This is an optimization exercise on Yosys and OpenROAD, whose aim is small area, a short achievable clock period and few clock cycles per item, not a production implementation.
In this exercise RTL edits were held to simulation tests only and were not proved equivalent to the original.

==> flow/design.v (outline; a module is shown in full before it is edited, if it fits) <==
// module hme_fsearch: 806 lines
module hme_fsearch (
    input  wire         clk,
    input  wire         rst,
    input  wire         start,
    input  wire [4:0]   grid_rows_m1,    
    input  wire [4:0]   grid_cols_m1,    
    output reg          busy,
    output reg          done,
    output wire         ref_req,
    output wire [8:0]   ref_y,
    output wire [8:0]   ref_x,
    input  wire [127:0] ref_row,
    output wire         tgt_req,
    output wire [8:0]   tgt_y,
    output wire [8:0]   tgt_x,
    input  wire [127:0] tgt_row,
    output reg          res_valid,
    output wire [4:0]   res_mb_row,
    output wire [4:0]   res_mb_col,
    output wire [4:0]   res_dy,
    output wire [4:0]   res_dx,
    output wire [15:0]  res_cost
);
  // ...
==> flow/run.sh <==
#!/bin/bash
# synth_recipe.tcl (not shown) runs the flow's synth.tcl, then flattens the netlist and writes it again
# the make line also repeats each setting of config.mk as NAME=value (left out here)
make -C /OpenROAD-flow-scripts/flow DESIGN_CONFIG=/design/flow/config.mk WORK_HOME=/design/flow/orfs CLKGATE_MAP_FILE= SYNTH_SCRIPT=/design/flow/synth_recipe.tcl finish
==> flow/config.mk <==
export PLATFORM = sky130hd
export DESIGN_NAME = hme_fsearch
export DESIGN_NICKNAME = hme_fsearch
export VERILOG_FILES = /design/flow/design.v
export SDC_FILE = /design/flow/constraint.sdc
export NUM_CORES = 4
export LEC_CHECK = 0
export CAP_MARGIN = 20
export CORE_MARGIN = 2
export CORE_UTILIZATION = 25
export PLACE_DENSITY = 0.5
export SLEW_MARGIN = 20
==> flow/constraint.sdc <==
create_clock -name core_clock -period 22.0 [get_ports {clk}]
set_input_delay 4.4000 -clock core_clock [delete_from_list [all_inputs] [get_ports {clk}]]
set_output_delay 4.4000 -clock core_clock [all_outputs]
set_load 0.01 [all_outputs]
==> flow_metrics.py, run 1 <==
metrics = {
    "sta": {
        "fin_tns_setup_ns": 0,
        "maxSlewViolCount": 0,
        "fin_crit_sh_pct": 44.4,
    },
    "floorplan": {
        "start_util_pct": 25.3,
        "num_tap_cells": 855,
        "rows": 93,
    },
    "setup_path": {
        "rrSetupSlack_ns": 14.69,
        "critical_path.top_delay_family": "adder cells",
        "cp_slowest_stage_delay_ns": 0.69,
        "critPathCaptureType": "flop",
    },
    "global_route": {
        "grtUsageTotal_pct": 14.2,
        "grtUsageMet3_pct": 2.47,
        "overflow": 0,
        "first_global_vias": 12100,
    },
    "logic_synthesis": {
        "synth_top_family_by_area": "adder cells",
        "ys.flop_type": "dfxtp_1",
        "yosys.area_share.simple_pct": 7.13,
        "syn_area_per_cell_um2": 10.6,
        "muxShareOfSynthArea_pct": 1.68,
        "synthArstFlopShare_pct": 0,
        "synth_xor_area_share_pct": 10.4,
        "synth_fa_ha_area_share_pct": 36.1,
    },
    "final_layout": {
        "area_growth_pct": 31.1,
        "dominant_cells": "multi-input combinational cells",
        "final-clk-cell-share_pct": 4.01,
        "largest_reg_flops": 57,
        "num-nets-final": 2453,
    },
    "clock_network": {
        "post_cts_resized": 0,
        "cts_max_level": 1,
    },
    "detailed_routing": {
        "drt-met1-wl_um": 21600,
        "wl_per_cell_um": 17.5,
        "drt_iter0_markers": 437,
    },
    "place": {
        "place_ws_ns": 11.61,
    },
    "status": {
        "status": "no timing/DRC/antenna violations",
    },
    "worst_hold_path": {
        "min_to": "d_row[1]$_DFF_P_",
    },
}
Testbench counts, summed over its fixed seeds: cycles 237,719, mbs 298.
==> inputs of run 2 (changes only) <==
--- a/flow/design.v
+++ b/flow/design.v
@@ -58,349 +58,349 @@
     assign ref_y   = ty + {5'd0, r_row} - {{4{r_dy[4]}}, r_dy};
     assign ref_x   = tx - {{4{r_dx[4]}}, r_dx};
     assign tgt_y   = {mb_r, r_row};
     assign tgt_x   = tx;
     wire [15:0] sg;
     wire [7:0] df0, ad0;
     wire [8:0] bw0;
     assign bw0[0] = 1'b1;
-    assign df0[0] = ref_row[0] ^ ~tgt_row[0] ^ bw0[0];
+    assign df0[0] = ref_row[0] ^ ~tgt_row[0];
     assign bw0[1] = (ref_row[0] & ~tgt_row[0]) | (ref_row[0] & bw0[0]) | (~tgt_row[0] & bw0[0]);
-    assign df0[1] = ref_row[1] ^ ~tgt_row[1] ^ bw0[1];
+    assign df0[1] = ref_row[1] ^ ~tgt_row[1];
     assign bw0[2] = (ref_row[1] & ~tgt_row[1]) | (ref_row[1] & bw0[1]) | (~tgt_row[1] & bw0[1]);
-    assign df0[2] = ref_row[2] ^ ~tgt_row[2] ^ bw0[2];
+    assign df0[2] = ref_row[2] ^ ~tgt_row[2];
     assign bw0[3] = (ref_row[2] & ~tgt_row[2]) | (ref_row[2] & bw0[2]) | (~tgt_row[2] & bw0[2]);
-    assign df0[3] = ref_row[3] ^ ~tgt_row[3] ^ bw0[3];
+    assign df0[3] = ref_row[3] ^ ~tgt_row[3];
     assign bw0[4] = (ref_row[3] & ~tgt_row[3]) | (ref_row[3] & bw0[3]) | (~tgt_row[3] & bw0[3]);
-    assign df0[4] = ref_row[4] ^ ~tgt_row[4] ^ bw0[4];
+    assign df0[4] = ref_row[4] ^ ~tgt_row[4];
     assign bw0[5] = (ref_row[4] & ~tgt_row[4]) | (ref_row[4] & bw0[4]) | (~tgt_row[4] & bw0[4]);
-    assign df0[5] = ref_row[5] ^ ~tgt_row[5] ^ bw0[5];
+    assign df0[5] = ref_row[5] ^ ~tgt_row[5];
     assign bw0[6] = (ref_row[5] & ~tgt_row[5]) | (ref_row[5] & bw0[5]) | (~tgt_row[5] & bw0[5]);
-    assign df0[6] = ref_row[6] ^ ~tgt_row[6] ^ bw0[6];
+    assign df0[6] = ref_row[6] ^ ~tgt_row[6];
     assign bw0[7] = (ref_row[6] & ~tgt_row[6]) | (ref_row[6] & bw0[6]) | (~tgt_row[6] & bw0[6]);
-    assign df0[7] = ref_row[7] ^ ~tgt_row[7] ^ bw0[7];
+    assign df0[7] = ref_row[7] ^ ~tgt_row[7];
     assign bw0[8] = (ref_row[7] & ~tgt_row[7]) | (ref_row[7] & bw0[7]) | (~tgt_row[7] & bw0[7]);
     assign sg[0] = ~bw0[8];
-    assign ad0 = df0 ^ {8{sg[0]}};
+    assign ad0 = df0 ^ (bw0[7:0] ^ {8{sg[0]}});
     wire [7:0] df1, ad1;
     wire [8:0] bw1;
     assign bw1[0] = 1'b1;
-    assign df1[0] = ref_row[8] ^ ~tgt_row[8] ^ bw1[0];
+    assign df1[0] = ref_row[8] ^ ~tgt_row[8];
     assign bw1[1] = (ref_row[8] & ~tgt_row[8]) | (ref_row[8] & bw1[0]) | (~tgt_row[8] & bw1[0]);
-    assign df1[1] = ref_row[9] ^ ~tgt_row[9] ^ bw1[1];
+    assign df1[1] = ref_row[9] ^ ~tgt_row[9];
     assign bw1[2] = (ref_row[9] & ~tgt_row[9]) | (ref_row[9] & bw1[1]) | (~tgt_row[9] & bw1[1]);
-    assign df1[2] = ref_row[10] ^ ~tgt_row[10] ^ bw1[2];
+    assign df1[2] = ref_row[10] ^ ~tgt_row[10];
     assign bw1[3] = (ref_row[10] & ~tgt_row[10]) | (ref_row[10] & bw1[2]) | (~tgt_row[10] & bw1[2]);
-    assign df1[3] = ref_row[11] ^ ~tgt_row[11] ^ bw1[3];
+    assign df1[3] = ref_row[11] ^ ~tgt_row[11];
     assign bw1[4] = (ref_row[11] & ~tgt_row[11]) | (ref_row[11] & bw1[3]) | (~tgt_row[11] & bw1[3]);
-    assign df1[4] = ref_row[12] ^ ~tgt_row[12] ^ bw1[4];
+    assign df1[4] = ref_row[12] ^ ~tgt_row[12];
     assign bw1[5] = (ref_row[12] & ~tgt_row[12]) | (ref_row[12] & bw1[4]) | (~tgt_row[12] & bw1[4]);
-    assign df1[5] = ref_row[13] ^ ~tgt_row[13] ^ bw1[5];
+    assign df1[5] = ref_row[13] ^ ~tgt_row[13];
     assign bw1[6] = (ref_row[13] & ~tgt_row[13]) | (ref_row[13] & bw1[5]) | (~tgt_row[13] & bw1[5]);
-    assign df1[6] = ref_row[14] ^ ~tgt_row[14] ^ bw1[6];
+    assign df1[6] = ref_row[14] ^ ~tgt_row[14];
     assign bw1[7] = (ref_row[14] & ~tgt_row[14]) | (ref_row[14] & bw1[6]) | (~tgt_row[14] & bw1[6]);
-    assign df1[7] = ref_row[15] ^ ~tgt_row[15] ^ bw1[7];
+    assign df1[7] = ref_row[15] ^ ~tgt_row[15];
     assign bw1[8] = (ref_row[15] & ~tgt_row[15]) | (ref_row[15] & bw1[7]) | (~tgt_row[15] & bw1[7]);
     assign sg[1] = ~bw1[8];
-    assign ad1 = df1 ^ {8{sg[1]}};
+    assign ad1 = df1 ^ (bw1[7:0] ^ {8{sg[1]}});
     wire [7:0] df2, ad2;
     wire [8:0] bw2;
     assign bw2[0] = 1'b1;
-    assign df2[0] = ref_row[16] ^ ~tgt_row[16] ^ bw2[0];
+    assign df2[0] = ref_row[16] ^ ~tgt_row[16];
     assign bw2[1] = (ref_row[16] & ~tgt_row[16]) | (ref_row[16] & bw2[0]) | (~tgt_row[16] & bw2[0]);
-    assign df2[1] = ref_row[17] ^ ~tgt_row[17] ^ bw2[1];
+    assign df2[1] = ref_row[17] ^ ~tgt_row[17];
     assign bw2[2] = (ref_row[17] & ~tgt_row[17]) | (ref_row[17] & bw2[1]) | (~tgt_row[17] & bw2[1]);
-    assign df2[2] = ref_row[18] ^ ~tgt_row[18] ^ bw2[2];
+    assign df2[2] = ref_row[18] ^ ~tgt_row[18];
     assign bw2[3] = (ref_row[18] & ~tgt_row[18]) | (ref_row[18] & bw2[2]) | (~tgt_row[18] & bw2[2]);
-    assign df2[3] = ref_row[19] ^ ~tgt_row[19] ^ bw2[3];
+    assign df2[3] = ref_row[19] ^ ~tgt_row[19];
     assign bw2[4] = (ref_row[19] & ~tgt_row[19]) | (ref_row[19] & bw2[3]) | (~tgt_row[19] & bw2[3]);
-    assign df2[4] = ref_row[20] ^ ~tgt_row[20] ^ bw2[4];
+    assign df2[4] = ref_row[20] ^ ~tgt_row[20];
     assign bw2[5] = (ref_row[20] & ~tgt_row[20]) | (ref_row[20] & bw2[4]) | (~tgt_row[20] & bw2[4]);
-    assign df2[5] = ref_row[21] ^ ~tgt_row[21] ^ bw2[5];
+    assign df2[5] = ref_row[21] ^ ~tgt_row[21];
     assign bw2[6] = (ref_row[21] & ~tgt_row[21]) | (ref_row[21] & bw2[5]) | (~tgt_row[21] & bw2[5]);
-    assign df2[6] = ref_row[22] ^ ~tgt_row[22] ^ bw2[6];
+    assign df2[6] = ref_row[22] ^ ~tgt_row[22];
     assign bw2[7] = (ref_row[22] & ~tgt_row[22]) | (ref_row[22] & bw2[6]) | (~tgt_row[22] & bw2[6]);
-    assign df2[7] = ref_row[23] ^ ~tgt_row[23] ^ bw2[7];
+    assign df2[7] = ref_row[23] ^ ~tgt_row[23];
     assign bw2[8] = (ref_row[23] & ~tgt_row[23]) | (ref_row[23] & bw2[7]) | (~tgt_row[23] & bw2[7]);
     assign sg[2] = ~bw2[8];
-    assign ad2 = df2 ^ {8{sg[2]}};
+    assign ad2 = df2 ^ (bw2[7:0] ^ {8{sg[2]}});
     wire [7:0] df3, ad3;
     wire [8:0] bw3;
     assign bw3[0] = 1'b1;
-    assign df3[0] = ref_row[24] ^ ~tgt_row[24] ^ bw3[0];
+    assign df3[0] = ref_row[24] ^ ~tgt_row[24];
     assign bw3[1] = (ref_row[24] & ~tgt_row[24]) | (ref_row[24] & bw3[0]) | (~tgt_row[24] & bw3[0]);
-    assign df3[1] = ref_row[25] ^ ~tgt_row[25] ^ bw3[1];
+    assign df3[1] = ref_row[25] ^ ~tgt_row[25];
     assign bw3[2] = (ref_row[25] & ~tgt_row[25]) | (ref_row[25] & bw3[1]) | (~tgt_row[25] & bw3[1]);
-    assign df3[2] = ref_row[26] ^ ~tgt_row[26] ^ bw3[2];
+    assign df3[2] = ref_row[26] ^ ~tgt_row[26];
     assign bw3[3] = (ref_row[26] & ~tgt_row[26]) | (ref_row[26] & bw3[2]) | (~tgt_row[26] & bw3[2]);
-    assign df3[3] = ref_row[27] ^ ~tgt_row[27] ^ bw3[3];
+    assign df3[3] = ref_row[27] ^ ~tgt_row[27];
     assign bw3[4] = (ref_row[27] & ~tgt_row[27]) | (ref_row[27] & bw3[3]) | (~tgt_row[27] & bw3[3]);
-    assign df3[4] = ref_row[28] ^ ~tgt_row[28] ^ bw3[4];
+    assign df3[4] = ref_row[28] ^ ~tgt_row[28];
     assign bw3[5] = (ref_row[28] & ~tgt_row[28]) | (ref_row[28] & bw3[4]) | (~tgt_row[28] & bw3[4]);
-    assign df3[5] = ref_row[29] ^ ~tgt_row[29] ^ bw3[5];
+    assign df3[5] = ref_row[29] ^ ~tgt_row[29];
     assign bw3[6] = (ref_row[29] & ~tgt_row[29]) | (ref_row[29] & bw3[5]) | (~tgt_row[29] & bw3[5]);
-    assign df3[6] = ref_row[30] ^ ~tgt_row[30] ^ bw3[6];
+    assign df3[6] = ref_row[30] ^ ~tgt_row[30];
     assign bw3[7] = (ref_row[30] & ~tgt_row[30]) | (ref_row[30] & bw3[6]) | (~tgt_row[30] & bw3[6]);
-    assign df3[7] = ref_row[31] ^ ~tgt_row[31] ^ bw3[7];
+    assign df3[7] = ref_row[31] ^ ~tgt_row[31];
     assign bw3[8] = (ref_row[31] & ~tgt_row[31]) | (ref_row[31] & bw3[7]) | (~tgt_row[31] & bw3[7]);
     assign sg[3] = ~bw3[8];
-    assign ad3 = df3 ^ {8{sg[3]}};
+    assign ad3 = df3 ^ (bw3[7:0] ^ {8{sg[3]}});
     wire [7:0] df4, ad4;
     wire [8:0] bw4;
     assign bw4[0] = 1'b1;
-    assign df4[0] = ref_row[32] ^ ~tgt_row[32] ^ bw4[0];
+    assign df4[0] = ref_row[32] ^ ~tgt_row[32];
     assign bw4[1] = (ref_row[32] & ~tgt_row[32]) | (ref_row[32] & bw4[0]) | (~tgt_row[32] & bw4[0]);
-    assign df4[1] = ref_row[33] ^ ~tgt_row[33] ^ bw4[1];
+    assign df4[1] = ref_row[33] ^ ~tgt_row[33];
     assign bw4[2] = (ref_row[33] & ~tgt_row[33]) | (ref_row[33] & bw4[1]) | (~tgt_row[33] & bw4[1]);
-    assign df4[2] = ref_row[34] ^ ~tgt_row[34] ^ bw4[2];
+    assign df4[2] = ref_row[34] ^ ~tgt_row[34];
     assign bw4[3] = (ref_row[34] & ~tgt_row[34]) | (ref_row[34] & bw4[2]) | (~tgt_row[34] & bw4[2]);
-    assign df4[3] = ref_row[35] ^ ~tgt_row[35] ^ bw4[3];
+    assign df4[3] = ref_row[35] ^ ~tgt_row[35];
     assign bw4[4] = (ref_row[35] & ~tgt_row[35]) | (ref_row[35] & bw4[3]) | (~tgt_row[35] & bw4[3]);
-    assign df4[4] = ref_row[36] ^ ~tgt_row[36] ^ bw4[4];
+    assign df4[4] = ref_row[36] ^ ~tgt_row[36];
     assign bw4[5] = (ref_row[36] & ~tgt_row[36]) | (ref_row[36] & bw4[4]) | (~tgt_row[36] & bw4[4]);
-    assign df4[5] = ref_row[37] ^ ~tgt_row[37] ^ bw4[5];
+    assign df4[5] = ref_row[37] ^ ~tgt_row[37];
     assign bw4[6] = (ref_row[37] & ~tgt_row[37]) | (ref_row[37] & bw4[5]) | (~tgt_row[37] & bw4[5]);
-    assign df4[6] = ref_row[38] ^ ~tgt_row[38] ^ bw4[6];
+    assign df4[6] = ref_row[38] ^ ~tgt_row[38];
     assign bw4[7] = (ref_row[38] & ~tgt_row[38]) | (ref_row[38] & bw4[6]) | (~tgt_row[38] & bw4[6]);
-    assign df4[7] = ref_row[39] ^ ~tgt_row[39] ^ bw4[7];
+    assign df4[7] = ref_row[39] ^ ~tgt_row[39];
     assign bw4[8] = (ref_row[39] & ~tgt_row[39]) | (ref_row[39] & bw4[7]) | (~tgt_row[39] & bw4[7]);
     assign sg[4] = ~bw4[8];
-    assign ad4 = df4 ^ {8{sg[4]}};
+    assign ad4 = df4 ^ (bw4[7:0] ^ {8{sg[4]}});
     wire [7:0] df5, ad5;
     wire [8:0] bw5;
     assign bw5[0] = 1'b1;
-    assign df5[0] = ref_row[40] ^ ~tgt_row[40] ^ bw5[0];
+    assign df5[0] = ref_row[40] ^ ~tgt_row[40];
     assign bw5[1] = (ref_row[40] & ~tgt_row[40]) | (ref_row[40] & bw5[0]) | (~tgt_row[40] & bw5[0]);
-    assign df5[1] = ref_row[41] ^ ~tgt_row[41] ^ bw5[1];
+    assign df5[1] = ref_row[41] ^ ~tgt_row[41];
     assign bw5[2] = (ref_row[41] & ~tgt_row[41]) | (ref_row[41] & bw5[1]) | (~tgt_row[41] & bw5[1]);
-    assign df5[2] = ref_row[42] ^ ~tgt_row[42] ^ bw5[2];
+    assign df5[2] = ref_row[42] ^ ~tgt_row[42];
     assign bw5[3] = (ref_row[42] & ~tgt_row[42]) | (ref_row[42] & bw5[2]) | (~tgt_row[42] & bw5[2]);
-    assign df5[3] = ref_row[43] ^ ~tgt_row[43] ^ bw5[3];
+    assign df5[3] = ref_row[43] ^ ~tgt_row[43];
     assign bw5[4] = (ref_row[43] & ~tgt_row[43]) | (ref_row[43] & bw5[3]) | (~tgt_row[43] & bw5[3]);
-    assign df5[4] = ref_row[44] ^ ~tgt_row[44] ^ bw5[4];
+    assign df5[4] = ref_row[44] ^ ~tgt_row[44];
     assign bw5[5] = (ref_row[44] & ~tgt_row[44]) | (ref_row[44] & bw5[4]) | (~tgt_row[44] & bw5[4]);
-    assign df5[5] = ref_row[45] ^ ~tgt_row[45] ^ bw5[5];
+    assign df5[5] = ref_row[45] ^ ~tgt_row[45];
     assign bw5[6] = (ref_row[45] & ~tgt_row[45]) | (ref_row[45] & bw5[5]) | (~tgt_row[45] & bw5[5]);
-    assign df5[6] = ref_row[46] ^ ~tgt_row[46] ^ bw5[6];
+    assign df5[6] = ref_row[46] ^ ~tgt_row[46];
     assign bw5[7] = (ref_row[46] & ~tgt_row[46]) | (ref_row[46] & bw5[6]) | (~tgt_row[46] & bw5[6]);
-    assign df5[7] = ref_row[47] ^ ~tgt_row[47] ^ bw5[7];
+    assign df5[7] = ref_row[47] ^ ~tgt_row[47];
     assign bw5[8] = (ref_row[47] & ~tgt_row[47]) | (ref_row[47] & bw5[7]) | (~tgt_row[47] & bw5[7]);
     assign sg[5] = ~bw5[8];
-    assign ad5 = df5 ^ {8{sg[5]}};
+    assign ad5 = df5 ^ (bw5[7:0] ^ {8{sg[5]}});
     wire [7:0] df6, ad6;
     wire [8:0] bw6;
     assign bw6[0] = 1'b1;
-    assign df6[0] = ref_row[48] ^ ~tgt_row[48] ^ bw6[0];
+    assign df6[0] = ref_row[48] ^ ~tgt_row[48];
     assign bw6[1] = (ref_row[48] & ~tgt_row[48]) | (ref_row[48] & bw6[0]) | (~tgt_row[48] & bw6[0]);
-    assign df6[1] = ref_row[49] ^ ~tgt_row[49] ^ bw6[1];
+    assign df6[1] = ref_row[49] ^ ~tgt_row[49];
     assign bw6[2] = (ref_row[49] & ~tgt_row[49]) | (ref_row[49] & bw6[1]) | (~tgt_row[49] & bw6[1]);
-    assign df6[2] = ref_row[50] ^ ~tgt_row[50] ^ bw6[2];
+    assign df6[2] = ref_row[50] ^ ~tgt_row[50];
     assign bw6[3] = (ref_row[50] & ~tgt_row[50]) | (ref_row[50] & bw6[2]) | (~tgt_row[50] & bw6[2]);
-    assign df6[3] = ref_row[51] ^ ~tgt_row[51] ^ bw6[3];
+    assign df6[3] = ref_row[51] ^ ~tgt_row[51];
     assign bw6[4] = (ref_row[51] & ~tgt_row[51]) | (ref_row[51] & bw6[3]) | (~tgt_row[51] & bw6[3]);
-    assign df6[4] = ref_row[52] ^ ~tgt_row[52] ^ bw6[4];
+    assign df6[4] = ref_row[52] ^ ~tgt_row[52];
     assign bw6[5] = (ref_row[52] & ~tgt_row[52]) | (ref_row[52] & bw6[4]) | (~tgt_row[52] & bw6[4]);
-    assign df6[5] = ref_row[53] ^ ~tgt_row[53] ^ bw6[5];
+    assign df6[5] = ref_row[53] ^ ~tgt_row[53];
     assign bw6[6] = (ref_row[53] & ~tgt_row[53]) | (ref_row[53] & bw6[5]) | (~tgt_row[53] & bw6[5]);
-    assign df6[6] = ref_row[54] ^ ~tgt_row[54] ^ bw6[6];
+    assign df6[6] = ref_row[54] ^ ~tgt_row[54];
     assign bw6[7] = (ref_row[54] & ~tgt_row[54]) | (ref_row[54] & bw6[6]) | (~tgt_row[54] & bw6[6]);
-    assign df6[7] = ref_row[55] ^ ~tgt_row[55] ^ bw6[7];
+    assign df6[7] = ref_row[55] ^ ~tgt_row[55];
     assign bw6[8] = (ref_row[55] & ~tgt_row[55]) | (ref_row[55] & bw6[7]) | (~tgt_row[55] & bw6[7]);
     assign sg[6] = ~bw6[8];
-    assign ad6 = df6 ^ {8{sg[6]}};
+    assign ad6 = df6 ^ (bw6[7:0] ^ {8{sg[6]}});
     wire [7:0] df7, ad7;
     wire [8:0] bw7;
     assign bw7[0] = 1'b1;
-    assign df7[0] = ref_row[56] ^ ~tgt_row[56] ^ bw7[0];
+    assign df7[0] = ref_row[56] ^ ~tgt_row[56];
     assign bw7[1] = (ref_row[56] & ~tgt_row[56]) | (ref_row[56] & bw7[0]) | (~tgt_row[56] & bw7[0]);
-    assign df7[1] = ref_row[57] ^ ~tgt_row[57] ^ bw7[1];
+    assign df7[1] = ref_row[57] ^ ~tgt_row[57];
     assign bw7[2] = (ref_row[57] & ~tgt_row[57]) | (ref_row[57] & bw7[1]) | (~tgt_row[57] & bw7[1]);
-    assign df7[2] = ref_row[58] ^ ~tgt_row[58] ^ bw7[2];
+    assign df7[2] = ref_row[58] ^ ~tgt_row[58];
     assign bw7[3] = (ref_row[58] & ~tgt_row[58]) | (ref_row[58] & bw7[2]) | (~tgt_row[58] & bw7[2]);
-    assign df7[3] = ref_row[59] ^ ~tgt_row[59] ^ bw7[3];
+    assign df7[3] = ref_row[59] ^ ~tgt_row[59];
     assign bw7[4] = (ref_row[59] & ~tgt_row[59]) | (ref_row[59] & bw7[3]) | (~tgt_row[59] & bw7[3]);
-    assign df7[4] = ref_row[60] ^ ~tgt_row[60] ^ bw7[4];
+    assign df7[4] = ref_row[60] ^ ~tgt_row[60];
     assign bw7[5] = (ref_row[60] & ~tgt_row[60]) | (ref_row[60] & bw7[4]) | (~tgt_row[60] & bw7[4]);
-    assign df7[5] = ref_row[61] ^ ~tgt_row[61] ^ bw7[5];
+    assign df7[5] = ref_row[61] ^ ~tgt_row[61];
     assign bw7[6] = (ref_row[61] & ~tgt_row[61]) | (ref_row[61] & bw7[5]) | (~tgt_row[61] & bw7[5]);
-    assign df7[6] = ref_row[62] ^ ~tgt_row[62] ^ bw7[6];
+    assign df7[6] = ref_row[62] ^ ~tgt_row[62];
     assign bw7[7] = (ref_row[62] & ~tgt_row[62]) | (ref_row[62] & bw7[6]) | (~tgt_row[62] & bw7[6]);
-    assign df7[7] = ref_row[63] ^ ~tgt_row[63] ^ bw7[7];
+    assign df7[7] = ref_row[63] ^ ~tgt_row[63];
     assign bw7[8] = (ref_row[63] & ~tgt_row[63]) | (ref_row[63] & bw7[7]) | (~tgt_row[63] & bw7[7]);
     assign sg[7] = ~bw7[8];
-    assign ad7 = df7 ^ {8{sg[7]}};
+    assign ad7 = df7 ^ (bw7[7:0] ^ {8{sg[7]}});
     wire [7:0] df8, ad8;
     wire [8:0] bw8;
     assign bw8[0] = 1'b1;
-    assign df8[0] = ref_row[64] ^ ~tgt_row[64] ^ bw8[0];
+    assign df8[0] = ref_row[64] ^ ~tgt_row[64];
     assign bw8[1] = (ref_row[64] & ~tgt_row[64]) | (ref_row[64] & bw8[0]) | (~tgt_row[64] & bw8[0]);
-    assign df8[1] = ref_row[65] ^ ~tgt_row[65] ^ bw8[1];
+    assign df8[1] = ref_row[65] ^ ~tgt_row[65];
     assign bw8[2] = (ref_row[65] & ~tgt_row[65]) | (ref_row[65] & bw8[1]) | (~tgt_row[65] & bw8[1]);
-    assign df8[2] = ref_row[66] ^ ~tgt_row[66] ^ bw8[2];
+    assign df8[2] = ref_row[66] ^ ~tgt_row[66];
     assign bw8[3] = (ref_row[66] & ~tgt_row[66]) | (ref_row[66] & bw8[2]) | (~tgt_row[66] & bw8[2]);
-    assign df8[3] = ref_row[67] ^ ~tgt_row[67] ^ bw8[3];
+    assign df8[3] = ref_row[67] ^ ~tgt_row[67];
     assign bw8[4] = (ref_row[67] & ~tgt_row[67]) | (ref_row[67] & bw8[3]) | (~tgt_row[67] & bw8[3]);
-    assign df8[4] = ref_row[68] ^ ~tgt_row[68] ^ bw8[4];
+    assign df8[4] = ref_row[68] ^ ~tgt_row[68];
     assign bw8[5] = (ref_row[68] & ~tgt_row[68]) | (ref_row[68] & bw8[4]) | (~tgt_row[68] & bw8[4]);
-    assign df8[5] = ref_row[69] ^ ~tgt_row[69] ^ bw8[5];
+    assign df8[5] = ref_row[69] ^ ~tgt_row[69];
     assign bw8[6] = (ref_row[69] & ~tgt_row[69]) | (ref_row[69] & bw8[5]) | (~tgt_row[69] & bw8[5]);
-    assign df8[6] = ref_row[70] ^ ~tgt_row[70] ^ bw8[6];
+    assign df8[6] = ref_row[70] ^ ~tgt_row[70];
     assign bw8[7] = (ref_row[70] & ~tgt_row[70]) | (ref_row[70] & bw8[6]) | (~tgt_row[70] & bw8[6]);
-    assign df8[7] = ref_row[71] ^ ~tgt_row[71] ^ bw8[7];
+    assign df8[7] = ref_row[71] ^ ~tgt_row[71];
     assign bw8[8] = (ref_row[71] & ~tgt_row[71]) | (ref_row[71] & bw8[7]) | (~tgt_row[71] & bw8[7]);
     assign sg[8] = ~bw8[8];
-    assign ad8 = df8 ^ {8{sg[8]}};
+    assign ad8 = df8 ^ (bw8[7:0] ^ {8{sg[8]}});
     wire [7:0] df9, ad9;
     wire [8:0] bw9;
     assign bw9[0] = 1'b1;
-    assign df9[0] = ref_row[72] ^ ~tgt_row[72] ^ bw9[0];
+    assign df9[0] = ref_row[72] ^ ~tgt_row[72];
     assign bw9[1] = (ref_row[72] & ~tgt_row[72]) | (ref_row[72] & bw9[0]) | (~tgt_row[72] & bw9[0]);
-    assign df9[1] = ref_row[73] ^ ~tgt_row[73] ^ bw9[1];
+    assign df9[1] = ref_row[73] ^ ~tgt_row[73];
     assign bw9[2] = (ref_row[73] & ~tgt_row[73]) | (ref_row[73] & bw9[1]) | (~tgt_row[73] & bw9[1]);
-    assign df9[2] = ref_row[74] ^ ~tgt_row[74] ^ bw9[2];
+    assign df9[2] = ref_row[74] ^ ~tgt_row[74];
     assign bw9[3] = (ref_row[74] & ~tgt_row[74]) | (ref_row[74] & bw9[2]) | (~tgt_row[74] & bw9[2]);
-    assign df9[3] = ref_row[75] ^ ~tgt_row[75] ^ bw9[3];
+    assign df9[3] = ref_row[75] ^ ~tgt_row[75];
     assign bw9[4] = (ref_row[75] & ~tgt_row[75]) | (ref_row[75] & bw9[3]) | (~tgt_row[75] & bw9[3]);
-    assign df9[4] = ref_row[76] ^ ~tgt_row[76] ^ bw9[4];
+    assign df9[4] = ref_row[76] ^ ~tgt_row[76];
     assign bw9[5] = (ref_row[76] & ~tgt_row[76]) | (ref_row[76] & bw9[4]) | (~tgt_row[76] & bw9[4]);
-    assign df9[5] = ref_row[77] ^ ~tgt_row[77] ^ bw9[5];
+    assign df9[5] = ref_row[77] ^ ~tgt_row[77];
     assign bw9[6] = (ref_row[77] & ~tgt_row[77]) | (ref_row[77] & bw9[5]) | (~tgt_row[77] & bw9[5]);
-    assign df9[6] = ref_row[78] ^ ~tgt_row[78] ^ bw9[6];
+    assign df9[6] = ref_row[78] ^ ~tgt_row[78];
     assign bw9[7] = (ref_row[78] & ~tgt_row[78]) | (ref_row[78] & bw9[6]) | (~tgt_row[78] & bw9[6]);
-    assign df9[7] = ref_row[79] ^ ~tgt_row[79] ^ bw9[7];
+    assign df9[7] = ref_row[79] ^ ~tgt_row[79];
     assign bw9[8] = (ref_row[79] & ~tgt_row[79]) | (ref_row[79] & bw9[7]) | (~tgt_row[79] & bw9[7]);
     assign sg[9] = ~bw9[8];
-    assign ad9 = df9 ^ {8{sg[9]}};
+    assign ad9 = df9 ^ (bw9[7:0] ^ {8{sg[9]}});
     wire [7:0] df10, ad10;
     wire [8:0] bw10;
     assign bw10[0] = 1'b1;
-    assign df10[0] = ref_row[80] ^ ~tgt_row[80] ^ bw10[0];
+    assign df10[0] = ref_row[80] ^ ~tgt_row[80];
     assign bw10[1] = (ref_row[80] & ~tgt_row[80]) | (ref_row[80] & bw10[0]) | (~tgt_row[80] & bw10[0]);
-    assign df10[1] = ref_row[81] ^ ~tgt_row[81] ^ bw10[1];
+    assign df10[1] = ref_row[81] ^ ~tgt_row[81];
     assign bw10[2] = (ref_row[81] & ~tgt_row[81]) | (ref_row[81] & bw10[1]) | (~tgt_row[81] & bw10[1]);
-    assign df10[2] = ref_row[82] ^ ~tgt_row[82] ^ bw10[2];
+    assign df10[2] = ref_row[82] ^ ~tgt_row[82];
     assign bw10[3] = (ref_row[82] & ~tgt_row[82]) | (ref_row[82] & bw10[2]) | (~tgt_row[82] & bw10[2]);
-    assign df10[3] = ref_row[83] ^ ~tgt_row[83] ^ bw10[3];
+    assign df10[3] = ref_row[83] ^ ~tgt_row[83];
     assign bw10[4] = (ref_row[83] & ~tgt_row[83]) | (ref_row[83] & bw10[3]) | (~tgt_row[83] & bw10[3]);
-    assign df10[4] = ref_row[84] ^ ~tgt_row[84] ^ bw10[4];
+    assign df10[4] = ref_row[84] ^ ~tgt_row[84];
     assign bw10[5] = (ref_row[84] & ~tgt_row[84]) | (ref_row[84] & bw10[4]) | (~tgt_row[84] & bw10[4]);
-    assign df10[5] = ref_row[85] ^ ~tgt_row[85] ^ bw10[5];
+    assign df10[5] = ref_row[85] ^ ~tgt_row[85];
     assign bw10[6] = (ref_row[85] & ~tgt_row[85]) | (ref_row[85] & bw10[5]) | (~tgt_row[85] & bw10[5]);
-    assign df10[6] = ref_row[86] ^ ~tgt_row[86] ^ bw10[6];
+    assign df10[6] = ref_row[86] ^ ~tgt_row[86];
     assign bw10[7] = (ref_row[86] & ~tgt_row[86]) | (ref_row[86] & bw10[6]) | (~tgt_row[86] & bw10[6]);
-    assign df10[7] = ref_row[87] ^ ~tgt_row[87] ^ bw10[7];
+    assign df10[7] = ref_row[87] ^ ~tgt_row[87];
     assign bw10[8] = (ref_row[87] & ~tgt_row[87]) | (ref_row[87] & bw10[7]) | (~tgt_row[87] & bw10[7]);
     assign sg[10] = ~bw10[8];
-    assign ad10 = df10 ^ {8{sg[10]}};
+    assign ad10 = df10 ^ (bw10[7:0] ^ {8{sg[10]}});
     wire [7:0] df11, ad11;
     wire [8:0] bw11;
     assign bw11[0] = 1'b1;
-    assign df11[0] = ref_row[88] ^ ~tgt_row[88] ^ bw11[0];
+    assign df11[0] = ref_row[88] ^ ~tgt_row[88];
     assign bw11[1] = (ref_row[88] & ~tgt_row[88]) | (ref_row[88] & bw11[0]) | (~tgt_row[88] & bw11[0]);
-    assign df11[1] = ref_row[89] ^ ~tgt_row[89] ^ bw11[1];
+    assign df11[1] = ref_row[89] ^ ~tgt_row[89];
     assign bw11[2] = (ref_row[89] & ~tgt_row[89]) | (ref_row[89] & bw11[1]) | (~tgt_row[89] & bw11[1]);
-    assign df11[2] = ref_row[90] ^ ~tgt_row[90] ^ bw11[2];
+    assign df11[2] = ref_row[90] ^ ~tgt_row[90];
     assign bw11[3] = (ref_row[90] & ~tgt_row[90]) | (ref_row[90] & bw11[2]) | (~tgt_row[90] & bw11[2]);
-    assign df11[3] = ref_row[91] ^ ~tgt_row[91] ^ bw11[3];
+    assign df11[3] = ref_row[91] ^ ~tgt_row[91];
     assign bw11[4] = (ref_row[91] & ~tgt_row[91]) | (ref_row[91] & bw11[3]) | (~tgt_row[91] & bw11[3]);
-    assign df11[4] = ref_row[92] ^ ~tgt_row[92] ^ bw11[4];
+    assign df11[4] = ref_row[92] ^ ~tgt_row[92];
     assign bw11[5] = (ref_row[92] & ~tgt_row[92]) | (ref_row[92] & bw11[4]) | (~tgt_row[92] & bw11[4]);
-    assign df11[5] = ref_row[93] ^ ~tgt_row[93] ^ bw11[5];
+    assign df11[5] = ref_row[93] ^ ~tgt_row[93];
     assign bw11[6] = (ref_row[93] & ~tgt_row[93]) | (ref_row[93] & bw11[5]) | (~tgt_row[93] & bw11[5]);
-    assign df11[6] = ref_row[94] ^ ~tgt_row[94] ^ bw11[6];
+    assign df11[6] = ref_row[94] ^ ~tgt_row[94];
     assign bw11[7] = (ref_row[94] & ~tgt_row[94]) | (ref_row[94] & bw11[6]) | (~tgt_row[94] & bw11[6]);
-    assign df11[7] = ref_row[95] ^ ~tgt_row[95] ^ bw11[7];
+    assign df11[7] = ref_row[95] ^ ~tgt_row[95];
     assign bw11[8] = (ref_row[95] & ~tgt_row[95]) | (ref_row[95] & bw11[7]) | (~tgt_row[95] & bw11[7]);
     assign sg[11] = ~bw11[8];
-    assign ad11 = df11 ^ {8{sg[11]}};
+    assign ad11 = df11 ^ (bw11[7:0] ^ {8{sg[11]}});
     wire [7:0] df12, ad12;
     wire [8:0] bw12;
     assign bw12[0] = 1'b1;
-    assign df12[0] = ref_row[96] ^ ~tgt_row[96] ^ bw12[0];
+    assign df12[0] = ref_row[96] ^ ~tgt_row[96];
     assign bw12[1] = (ref_row[96] & ~tgt_row[96]) | (ref_row[96] & bw12[0]) | (~tgt_row[96] & bw12[0]);
-    assign df12[1] = ref_row[97] ^ ~tgt_row[97] ^ bw12[1];
+    assign df12[1] = ref_row[97] ^ ~tgt_row[97];
     assign bw12[2] = (ref_row[97] & ~tgt_row[97]) | (ref_row[97] & bw12[1]) | (~tgt_row[97] & bw12[1]);
-    assign df12[2] = ref_row[98] ^ ~tgt_row[98] ^ bw12[2];
+    assign df12[2] = ref_row[98] ^ ~tgt_row[98];
     assign bw12[3] = (ref_row[98] & ~tgt_row[98]) | (ref_row[98] & bw12[2]) | (~tgt_row[98] & bw12[2]);
-    assign df12[3] = ref_row[99] ^ ~tgt_row[99] ^ bw12[3];
+    assign df12[3] = ref_row[99] ^ ~tgt_row[99];
     assign bw12[4] = (ref_row[99] & ~tgt_row[99]) | (ref_row[99] & bw12[3]) | (~tgt_row[99] & bw12[3]);
-    assign df12[4] = ref_row[100] ^ ~tgt_row[100] ^ bw12[4];
+    assign df12[4] = ref_row[100] ^ ~tgt_row[100];
     assign bw12[5] = (ref_row[100] & ~tgt_row[100]) | (ref_row[100] & bw12[4]) | (~tgt_row[100] & bw12[4]);
-    assign df12[5] = ref_row[101] ^ ~tgt_row[101] ^ bw12[5];
+    assign df12[5] = ref_row[101] ^ ~tgt_row[101];
     assign bw12[6] = (ref_row[101] & ~tgt_row[101]) | (ref_row[101] & bw12[5]) | (~tgt_row[101] & bw12[5]);
-    assign df12[6] = ref_row[102] ^ ~tgt_row[102] ^ bw12[6];
+    assign df12[6] = ref_row[102] ^ ~tgt_row[102];
     assign bw12[7] = (ref_row[102] & ~tgt_row[102]) | (ref_row[102] & bw12[6]) | (~tgt_row[102] & bw12[6]);
-    assign df12[7] = ref_row[103] ^ ~tgt_row[103] ^ bw12[7];
+    assign df12[7] = ref_row[103] ^ ~tgt_row[103];
     assign bw12[8] = (ref_row[103] & ~tgt_row[103]) | (ref_row[103] & bw12[7]) | (~tgt_row[103] & bw12[7]);
     assign sg[12] = ~bw12[8];
-    assign ad12 = df12 ^ {8{sg[12]}};
+    assign ad12 = df12 ^ (bw12[7:0] ^ {8{sg[12]}});
     wire [7:0] df13, ad13;
     wire [8:0] bw13;
     assign bw13[0] = 1'b1;
-    assign df13[0] = ref_row[104] ^ ~tgt_row[104] ^ bw13[0];
+    assign df13[0] = ref_row[104] ^ ~tgt_row[104];
     assign bw13[1] = (ref_row[104] & ~tgt_row[104]) | (ref_row[104] & bw13[0]) | (~tgt_row[104] & bw13[0]);
-    assign df13[1] = ref_row[105] ^ ~tgt_row[105] ^ bw13[1];
+    assign df13[1] = ref_row[105] ^ ~tgt_row[105];
     assign bw13[2] = (ref_row[105] & ~tgt_row[105]) | (ref_row[105] & bw13[1]) | (~tgt_row[105] & bw13[1]);
-    assign df13[2] = ref_row[106] ^ ~tgt_row[106] ^ bw13[2];
+    assign df13[2] = ref_row[106] ^ ~tgt_row[106];
     assign bw13[3] = (ref_row[106] & ~tgt_row[106]) | (ref_row[106] & bw13[2]) | (~tgt_row[106] & bw13[2]);
-    assign df13[3] = ref_row[107] ^ ~tgt_row[107] ^ bw13[3];
+    assign df13[3] = ref_row[107] ^ ~tgt_row[107];
     assign bw13[4] = (ref_row[107] & ~tgt_row[107]) | (ref_row[107] & bw13[3]) | (~tgt_row[107] & bw13[3]);
-    assign df13[4] = ref_row[108] ^ ~tgt_row[108] ^ bw13[4];
+    assign df13[4] = ref_row[108] ^ ~tgt_row[108];
     assign bw13[5] = (ref_row[108] & ~tgt_row[108]) | (ref_row[108] & bw13[4]) | (~tgt_row[108] & bw13[4]);
-    assign df13[5] = ref_row[109] ^ ~tgt_row[109] ^ bw13[5];
+    assign df13[5] = ref_row[109] ^ ~tgt_row[109];
     assign bw13[6] = (ref_row[109] & ~tgt_row[109]) | (ref_row[109] & bw13[5]) | (~tgt_row[109] & bw13[5]);
-    assign df13[6] = ref_row[110] ^ ~tgt_row[110] ^ bw13[6];
+    assign df13[6] = ref_row[110] ^ ~tgt_row[110];
     assign bw13[7] = (ref_row[110] & ~tgt_row[110]) | (ref_row[110] & bw13[6]) | (~tgt_row[110] & bw13[6]);
-    assign df13[7] = ref_row[111] ^ ~tgt_row[111] ^ bw13[7];
+    assign df13[7] = ref_row[111] ^ ~tgt_row[111];
     assign bw13[8] = (ref_row[111] & ~tgt_row[111]) | (ref_row[111] & bw13[7]) | (~tgt_row[111] & bw13[7]);
     assign sg[13] = ~bw13[8];
-    assign ad13 = df13 ^ {8{sg[13]}};
+    assign ad13 = df13 ^ (bw13[7:0] ^ {8{sg[13]}});
     wire [7:0] df14, ad14;
     wire [8:0] bw14;
     assign bw14[0] = 1'b1;
-    assign df14[0] = ref_row[112] ^ ~tgt_row[112] ^ bw14[0];
+    assign df14[0] = ref_row[112] ^ ~tgt_row[112];
     assign bw14[1] = (ref_row[112] & ~tgt_row[112]) | (ref_row[112] & bw14[0]) | (~tgt_row[112] & bw14[0]);
-    assign df14[1] = ref_row[113] ^ ~tgt_row[113] ^ bw14[1];
+    assign df14[1] = ref_row[113] ^ ~tgt_row[113];
     assign bw14[2] = (ref_row[113] & ~tgt_row[113]) | (ref_row[113] & bw14[1]) | (~tgt_row[113] & bw14[1]);
-    assign df14[2] = ref_row[114] ^ ~tgt_row[114] ^ bw14[2];
+    assign df14[2] = ref_row[114] ^ ~tgt_row[114];
     assign bw14[3] = (ref_row[114] & ~tgt_row[114]) | (ref_row[114] & bw14[2]) | (~tgt_row[114] & bw14[2]);
-    assign df14[3] = ref_row[115] ^ ~tgt_row[115] ^ bw14[3];
+    assign df14[3] = ref_row[115] ^ ~tgt_row[115];
     assign bw14[4] = (ref_row[115] & ~tgt_row[115]) | (ref_row[115] & bw14[3]) | (~tgt_row[115] & bw14[3]);
-    assign df14[4] = ref_row[116] ^ ~tgt_row[116] ^ bw14[4];
+    assign df14[4] = ref_row[116] ^ ~tgt_row[116];
     assign bw14[5] = (ref_row[116] & ~tgt_row[116]) | (ref_row[116] & bw14[4]) | (~tgt_row[116] & bw14[4]);
-    assign df14[5] = ref_row[117] ^ ~tgt_row[117] ^ bw14[5];
+    assign df14[5] = ref_row[117] ^ ~tgt_row[117];
     assign bw14[6] = (ref_row[117] & ~tgt_row[117]) | (ref_row[117] & bw14[5]) | (~tgt_row[117] & bw14[5]);
-    assign df14[6] = ref_row[118] ^ ~tgt_row[118] ^ bw14[6];
+    assign df14[6] = ref_row[118] ^ ~tgt_row[118];
     assign bw14[7] = (ref_row[118] & ~tgt_row[118]) | (ref_row[118] & bw14[6]) | (~tgt_row[118] & bw14[6]);
-    assign df14[7] = ref_row[119] ^ ~tgt_row[119] ^ bw14[7];
+    assign df14[7] = ref_row[119] ^ ~tgt_row[119];
     assign bw14[8] = (ref_row[119] & ~tgt_row[119]) | (ref_row[119] & bw14[7]) | (~tgt_row[119] & bw14[7]);
     assign sg[14] = ~bw14[8];
-    assign ad14 = df14 ^ {8{sg[14]}};
+    assign ad14 = df14 ^ (bw14[7:0] ^ {8{sg[14]}});
     wire [7:0] df15, ad15;
     wire [8:0] bw15;
     assign bw15[0] = 1'b1;
-    assign df15[0] = ref_row[120] ^ ~tgt_row[120] ^ bw15[0];
+    assign df15[0] = ref_row[120] ^ ~tgt_row[120];
     assign bw15[1] = (ref_row[120] & ~tgt_row[120]) | (ref_row[120] & bw15[0]) | (~tgt_row[120] & bw15[0]);
-    assign df15[1] = ref_row[121] ^ ~tgt_row[121] ^ bw15[1];
+    assign df15[1] = ref_row[121] ^ ~tgt_row[121];
     assign bw15[2] = (ref_row[121] & ~tgt_row[121]) | (ref_row[121] & bw15[1]) | (~tgt_row[121] & bw15[1]);
-    assign df15[2] = ref_row[122] ^ ~tgt_row[122] ^ bw15[2];
+    assign df15[2] = ref_row[122] ^ ~tgt_row[122];
     assign bw15[3] = (ref_row[122] & ~tgt_row[122]) | (ref_row[122] & bw15[2]) | (~tgt_row[122] & bw15[2]);
-    assign df15[3] = ref_row[123] ^ ~tgt_row[123] ^ bw15[3];
+    assign df15[3] = ref_row[123] ^ ~tgt_row[123];
     assign bw15[4] = (ref_row[123] & ~tgt_row[123]) | (ref_row[123] & bw15[3]) | (~tgt_row[123] & bw15[3]);
-    assign df15[4] = ref_row[124] ^ ~tgt_row[124] ^ bw15[4];
+    assign df15[4] = ref_row[124] ^ ~tgt_row[124];
     assign bw15[5] = (ref_row[124] & ~tgt_row[124]) | (ref_row[124] & bw15[4]) | (~tgt_row[124] & bw15[4]);
-    assign df15[5] = ref_row[125] ^ ~tgt_row[125] ^ bw15[5];
+    assign df15[5] = ref_row[125] ^ ~tgt_row[125];
     assign bw15[6] = (ref_row[125] & ~tgt_row[125]) | (ref_row[125] & bw15[5]) | (~tgt_row[125] & bw15[5]);
-    assign df15[6] = ref_row[126] ^ ~tgt_row[126] ^ bw15[6];
+    assign df15[6] = ref_row[126] ^ ~tgt_row[126];
     assign bw15[7] = (ref_row[126] & ~tgt_row[126]) | (ref_row[126] & bw15[6]) | (~tgt_row[126] & bw15[6]);
-    assign df15[7] = ref_row[127] ^ ~tgt_row[127] ^ bw15[7];
+    assign df15[7] = ref_row[127] ^ ~tgt_row[127];
     assign bw15[8] = (ref_row[127] & ~tgt_row[127]) | (ref_row[127] & bw15[7]) | (~tgt_row[127] & bw15[7]);
     assign sg[15] = ~bw15[8];
-    assign ad15 = df15 ^ {8{sg[15]}};
+    assign ad15 = df15 ^ (bw15[7:0] ^ {8{sg[15]}});
     wire ps0 = ad0[0] ^ sg[0] ^ ad1[0];
     wire pc0 = (ad0[0] & sg[0]) | (ad0[0] & ad1[0]) | (sg[0] & ad1[0]);
     wire ps1 = sg[1] ^ ad2[0] ^ sg[2];
     wire pc1 = (sg[1] & ad2[0]) | (sg[1] & sg[2]) | (ad2[0] & sg[2]);
     wire ps2 = ad3[0] ^ sg[3] ^ ad4[0];
     wire pc2 = (ad3[0] & sg[3]) | (ad3[0] & ad4[0]) | (sg[3] & ad4[0]);
     wire ps3 = sg[4] ^ ad5[0] ^ sg[5];
     wire pc3 = (sg[4] & ad5[0]) | (sg[4] & sg[5]) | (ad5[0] & sg[5]);
==> run 2 against run 1 <==
  * Still clean
  * Clock skew fell by 0.023 ns
  * Area after synthesis grew 11%
  * Sequential share of layout area down 1.7 points
  * Flip-flop and latch count unchanged
  * First-iteration DRC count rose by 44%
  * Fmax is 18% higher
  * Global-route usage down 0.42 points
  * Critical endpoint is now d_cs[13]$_DFF_P_
  * Largest cell class unchanged
==> flow_metrics.py, run 2 <==
metrics = {
    "place": {
        "hpwl_um": 46200,
        "portBuffers": 341,
        "dpl_cell_area_um2": 22400,
        "gp_congestion": 0.876,
    },
    "setup_path": {
        "cp.required_ns": 22.40,
        "startpoint_type": "input pin",
        "critPathCaptureType": "flop",
        "worstRegToRegCells": 25,
        "r2r-start": "d_cs[12]$_DFF_P_",
        "path_max_fanout": 9,
        "crit_path_start": "ref_row[32]",
        "crit_type": "in2reg",
        "arrival_ns": 8.67,
    },
    "detailed_routing": {
        "wl_um": 52900,
        "drc_errors": 0,
        "routed_via_density": 4.32,
        "ant_nets": 0,
        "drt_pass1_iterations": 5,
        "wl_per_cell_um": 16.5,
        "via_count": 13900,
        "drt_iter0_markers": 628,
    },
    "global_route": {
        "antenna_found_initial": 0,
        "grt_start_max_net_pins": 27,
        "overflow": 0,
        "grtUsageTotal_pct": 13.7,
        "first_global_vias": 14100,
        "grt_pass1_wl_um": 79400,
    },
    "final_layout": {
        "largest_reg_flops": 57,
        "layout_commonest_cell": "clkdlybuf4s50_1",
        "final_cell_mix": "clkdlybuf4s50_1 (341), inv_1 (313), ha_1 (205), xnor2_1 (200), dfxtp_1 (195)",
        "area_growth_pct": 28.6,
        "n_antenna_cell": 0,
        "drive_gt1_share_pct": 4.02,
        "postLayoutCellArea_um2": 23200,
        "num-nets-final": 2842,
        "regMostFlops": "d_cs",
    },
    "logic_synthesis": {
        "muxShareOfSynthArea_pct": 2.10,
        "synth_cells": 1927,
        "synth_top_family_by_area": "adder cells",
        "synthDistinctLibCells": 82,
        "yosys.area_share.simple_pct": 11.0,
        "synth_common_cells": "inv_1 (313), ha_1 (205), xnor2_1 (200)",
        "synth-seq-cells": 215,
        "yosysTopAreaCell": "dfxtp_1",
        "synth_xor_area_share_pct": 14.0,
        "ys.flop_type": "dfxtp_1",
        "synth.most_common_cell": "inv_1",
        "synth-compound-area-share_pct": 11.6,
        "synthesis.area_um2": 18000,
        "synth_edf_count": 20,
        "yosys_warnings": 1,
        "synth_fa_ha_area_share_pct": 27.9,
        "syn_area_per_cell_um2": 9.36,
        "synth_top_area_share_pct": 21.6,
        "synth-seq-area-share_pct": 25.0,
        "synthArstFlopShare_pct": 0,
        "synthTopCellsByArea": "dfxtp_1 (22%), ha_1 (14%), fa_1 (14%)",
    },
    "floorplan": {
        "fp.dieArea_um2": 74300,
        "start_util_pct": 25.2,
        "die_w_um": 273,
        "core_area_um2": 71500,
        "die_h_um": 273,
        "rows": 98,
        "num_io_pins": 346,
    },
    "sta": {
        "maxSlewViolCount": 0,
        "fin_tns_setup_ns": 0,
        "fin_crit_sh_pct": 37.6,
        "finalHoldViolations": 0,
        "fin_skew_ns": 0.0127,
        "max_freq_ghz": 0.121,
        "fin_crit_ns": 8.27,
        "slew_headroom_pct": 31.7,
        "tightest_slew_ns": 1.02,
        "finalSetupViolCount": 0,
        "rsz0062_at_grt": "false",
    },
    "clock_network": {
        "clk_path_buf_depth": 3,
        "cts_max_level": 1,
        "tritoncts": "yes",
        "numCtsBuffers": 25,
        "post_cts_buffers": 0,
        "cts_sinks": 215,
        "post_cts_resized": 0,
        "cts-root-buf": "clkbuf_16",
        "hold_buffers": 0,
        "clk_pin_slew_ns": 0.06,
        "clock_latency_ns": 0.53,
    },
    "run": {
        "cap_violations": 0,
    },
    "worst_hold_path": {
        "hold_start": "r_acc[1]$_SDFF_PP0_",
        "holdCritPathClass": "reg2reg",
        "min_path_cells": 0,
    },
    "status": {
        "status": "no timing/DRC/antenna violations",
    },
}
==> run 2: changes by cell type after synthesis, moves of 17 or more <==
cell	change
a21o_1	+21
a21oi_1	+45
fa_1	-112
ha_1	+112
inv_1	-22
nand2b_1	+70
nor2_1	+45
nor2b_1	+17
o21bai_1	+40
xnor2_1	+109
==> run 2: logic make-up after synthesis <==
group | count (synthesis)
other cells | 1
fa+ha+maj | 328
flops | 215
simple gates | 368
compound gates | 315
xor+xnor | 288
buf+inv | 375
mux | 37
==> run 2: final timing paths <==
check                                                 end  slack, ns
worst max-delay path                     d_cs[13]$_DFF_P_      13.73
worst max register to register  best_cost[6]$_SDFFE_PN1P_      14.46
worst min register to register           x_acc[1]$_DFF_P_       0.32
worst min-delay path                     x_acc[1]$_DFF_P_       0.32
==> run 2: layout make-up <==
class / count / area (um^2)
repair buffers: 349 / 3470
clock buffers: 33 / 686
inverters: 314 / 1180
clock inverters: 11 / 110
flip-flops and latches: 215 / 4500
fillers: 7328 / 48300
well taps: 950 / 1190
multi-input cells: 1340 / 12100
==> run 2: critical path: stages <==
cell             delay, ns
clkdlybuf4s50_1       0.45
inv_1                 0.04
ha_1                  0.21
o21bai_1              0.22
a21oi_1               0.13
o21bai_1              0.32
a31oi_1               0.18
o21ai_1               0.81
xnor2_1               0.22
fa_1                  0.64
inv_1                 0.08
fa_1                  0.50
fa_1                  0.48
==> run 2: through the flow <==
stage	std cells	setup WS [ns]	hold WS [ns]	util, %
after floorplan	1930	14.10	0.310	-
after global placement	3168	13.23	0.311	31.3
after detailed placement	3168	13.15	0.312	31.3
after CTS	3212	13.71	0.321	32.4
after global routing	3212	13.49	0.329	32.4
final	3212	13.73	0.321	32.4
==> run 2: routing by layer <==
layer  up-vias  share of wire [%]  GRT usage (%)
met1      6671                 47           19.0
met5         -                  0              0
met3        48                3.7           1.65
met2       245                 48           22.9
met4         0                1.7           2.83
li1       6921                  -              -
Testbench counts of run 2, summed over its fixed seeds: cycles 237,719, mbs 298.

afterwards: timing with drivers on the ports:
The flow's constraints put no driver on any port. The routed layouts listed below were extracted and timed again, unchanged, in two steps.
Step 1 assumes that a clkbuf_16 drives the clock port and a buf_2 every other input.
Step 2 adds t to the input delays and takes it off the output delays; t is the mean of the earliest and latest rising clock arrival at the registers after step 1. Input paths then give back, and output paths get back, about the clock's delay inside the block.
a / b / c = no drivers / after step 1 / after step 2; a / b = the first two.
run	t (ns)	setup slack, ns	worst setup path at the end
run 1	0.578	12.234 / 12.244 / 11.666	input to register
run 2	0.571	13.729 / 13.755 / 13.184	input to register
After both steps every run listed still meets setup and hold. For run 1, which loses most, drivers alone change the setup slack by +0.010 ns; drivers and shift together by -0.568 ns.
